Source: an optimization exercise on an open RTL-to-GDS flow (aim: small area). Production flows keep margins and buffers that such runs may drop. Function was checked by simulation only, so behaviour that the tests miss may differ from the original. Power figures rest on the tool's default switching activity, not on a simulated workload.

oak:
## murx_core
module murx_core (
    input  wire         clk,
    input  wire         rst,           
    input  wire [16:0]  code_len,      
    output wire [15:0]  code_addr,
    input  wire [31:0]  code_rdata,
    output wire [15:0]  dmem_addr,
    output wire         dmem_we,
    output wire [15:0]  dmem_wdata,
    input  wire [15:0]  dmem_rdata,
    output wire [9:0]   fs_addr,
    output wire         fs_we,
    output wire [272:0] fs_wdata,
    input  wire [272:0] fs_rdata,
    input  wire [3:0]   dbg_raddr,
    output wire [15:0]  dbg_rdata,
    output wire [1:0]   status,        
    output wire [2:0]   err_code,
    output wire [15:0]  err_info,
    output wire [16:0]  pc,
    output wire         carry,
    output wire [1:0]   cmp,           
    output wire [9:0]   depth
);
Size: about 1,300 cells after synthesis, about 100 flip-flops, roughly 740 I/O pins.
Settings: LEC_CHECK=0, CAP_MARGIN=20, CORE_AREA=10 10 270 270, CTS_BUF_LIST=sky130_fd_sc_hd__clkbuf_8 sky130_fd_sc_hd__clkbuf_16, CTS_CLUSTER_DIAMETER=60, CTS_CLUSTER_SIZE=12, DIE_AREA=0 0 280 280, PLACE_DENSITY=0.75, SETUP_SLACK_MARGIN=0.3, SLEW_MARGIN=20; clock period 10.0 ns.
standard.sh (not shown) runs the stock make flow with config.mk's settings and CLKGATE_MAP_FILE= SYNTH_SCRIPT=/design/flow/synth_recipe.tcl, a recipe that flattens the netlist after the stock synthesis.
==> flow/flow/run.sh <==
#!/bin/bash
# Layout flow: the standard flow (standard.sh) with three changes to how the
# layout is made:
#  - synthesis maps with an area-oriented ABC script (abc_area_min.script)
#    instead of ORFS's delay-oriented one; everything else in synthesis,
#    including the registers, is the standard synthesis;
#  - port buffers are the smallest buffer cell, buf_1, instead of the cell
#    buffer_ports picks by default;
#  - synthesis does not put its own buffer on wires that run straight from an
#    input port to an output port (SYNTH_INSBUF=0): buffer_ports still gives
#    each of those ports its own buffer.
# Each tool's output goes to a log file in this folder.
set -euo pipefail
here=$(pwd)
rm -rf "$here/scripts_mod"
cp -r "$FLOW_HOME/scripts" "$here/scripts_mod"
cp "$here/flow/abc_area_min.script" "$here/scripts_mod/abc_speed.script"
bash standard.sh SCRIPTS_DIR="$here/scripts_mod" SYNTH_INSBUF=0 \
  BUFFER_PORTS_ARGS="-buffer_cell sky130_fd_sc_hd__buf_1" finish > "$here/flow_make.log" 2>&1
==> flow/flow/abc_area_min.script <==
&get -n
&st
&syn2
&dch -f
&nf -a -R 1000
&put
oak reached the end of the flow, and the finished layout is clean on the timing, DRC and antenna checks.
Modified inputs, pine compared to oak
- a change of SLEW_MARGIN from 20 to 0
- a change of CAP_MARGIN from 20 to 0
Findings:
Every stage of the flow completed for pine, and the final layout passed the timing, DRC and antenna checks.
oak reached the end of the flow, and the finished layout is clean on the timing, DRC and antenna checks.
As far as synthesized area goes, oak and pine are indistinguishable; the numbers are identical.
pine -> oak: final area delta 0, exact match
Re global-route usage: no difference whatsoever between pine and oak.

before:
murx_core, a different RTL version from the one above (not shown whole).
Size: roughly 1800 cells after synthesis, about 740 I/O pins.
Settings: LEC_CHECK=0, CAP_MARGIN=20, CORE_AREA=10 10 270 270, CTS_BUF_LIST=sky130_fd_sc_hd__clkbuf_4 sky130_fd_sc_hd__clkbuf_8, DIE_AREA=0 0 280 280, SETUP_SLACK_MARGIN=0.3, SLEW_MARGIN=20; clock period 10.0 ns.
run.sh (not shown) runs the stock make flow with config.mk's settings and CLKGATE_MAP_FILE= SYNTH_SCRIPT=/design/flow/synth_recipe.tcl, a recipe that flattens the netlist after the stock synthesis.
Stock flow here: none of the scripts above is used.
Changes in after relative to before:
Settings: SETUP_SLACK_MARGIN now 0.6, was 0.3.
==> flow/flow/run.sh (new file) <==
#!/bin/bash
# Layout flow: the standard flow (standard.sh) with two changes to how the
# layout is made:
#  - synthesis maps with an area-oriented ABC script (abc_area_min.script)
#    instead of ORFS's delay-oriented one; everything else in synthesis,
#    including the registers, is the standard synthesis;
#  - port buffers are the smallest buffer cell, buf_1, instead of the cell
#    buffer_ports picks by default.
# Each tool's output goes to a log file in this folder.
set -euo pipefail
here=$(pwd)
rm -rf "$here/scripts_mod"
cp -r "$FLOW_HOME/scripts" "$here/scripts_mod"
cp "$here/flow/abc_area_min.script" "$here/scripts_mod/abc_speed.script"
bash standard.sh SCRIPTS_DIR="$here/scripts_mod" \
  BUFFER_PORTS_ARGS="-buffer_cell sky130_fd_sc_hd__buf_1" finish > "$here/flow_make.log" 2>&1
==> flow/flow/abc_area_min.script (new file) <==
&get -n
&st
&syn2
&dch -f
&nf -a -R 1000
&put
==> flow/standard.sh (new file) <==
#!/bin/bash
# synth_recipe.tcl (not shown) runs the flow's synth.tcl, then flattens the netlist and writes it again
# the make line also repeats each setting of config.mk as NAME=value (left out here)
make -C /OpenROAD-flow-scripts/flow DESIGN_CONFIG=/design/flow/config.mk WORK_HOME=/design/flow/orfs CLKGATE_MAP_FILE= SYNTH_SCRIPT=/design/flow/synth_recipe.tcl "${@:-finish}"
removed: flow/run.sh
Results
after finished every stage; the final checks, however, were not passed, the failures being negative setup slack. Going from before to after, first-pass GRT wire length shrank by a few percent. The signal arrival time at the worst endpoint reported for after is greater than that of before by 0.40 ns. after reports its first element of the critical path as code_rdata[0] while before reports code_rdata[1]. Changes observed in after relative to before: share of power burned in the clock network now sits higher, setup slack went down 0.39 ns, area growth from synthesis to layout went down by 25 points. before has a lower pin count of the biggest net entering global routing than after.

[re-timing with driven ports]
The results above use ideal ports. As a check the final layouts listed here were re-extracted and re-timed, cells and wires unchanged. Step 1 assumes that a clkbuf_16 drives the clock port and a buf_2 every other input. Step 2 also shifts input and output timing later by t, the mid clock arrival at the registers, as if the neighbouring blocks saw the same clock. a / b / c = ideal ports / drivers / drivers and shift; a / b = the first two.
run	shift t [ns]	slack for setup (ns)	slew at the worst register clock pin (ns)
oak	0.438	0.926 / 0.926 / 0.611	0.10 / 0.10
pine	0.438	0.926 / 0.926 / 0.611	0.10 / 0.10
before	0.444	0.200 / 0.206 / -0.238	0.11 / 0.11
after	0.450	-0.191 / -0.176 / -0.626	0.10 / 0.10
Met with ideal ports but missed after step 2: setup timing in before. The setup slack of before, which loses most, moves by +0.006 ns with the drivers and by -0.438 ns with both steps.
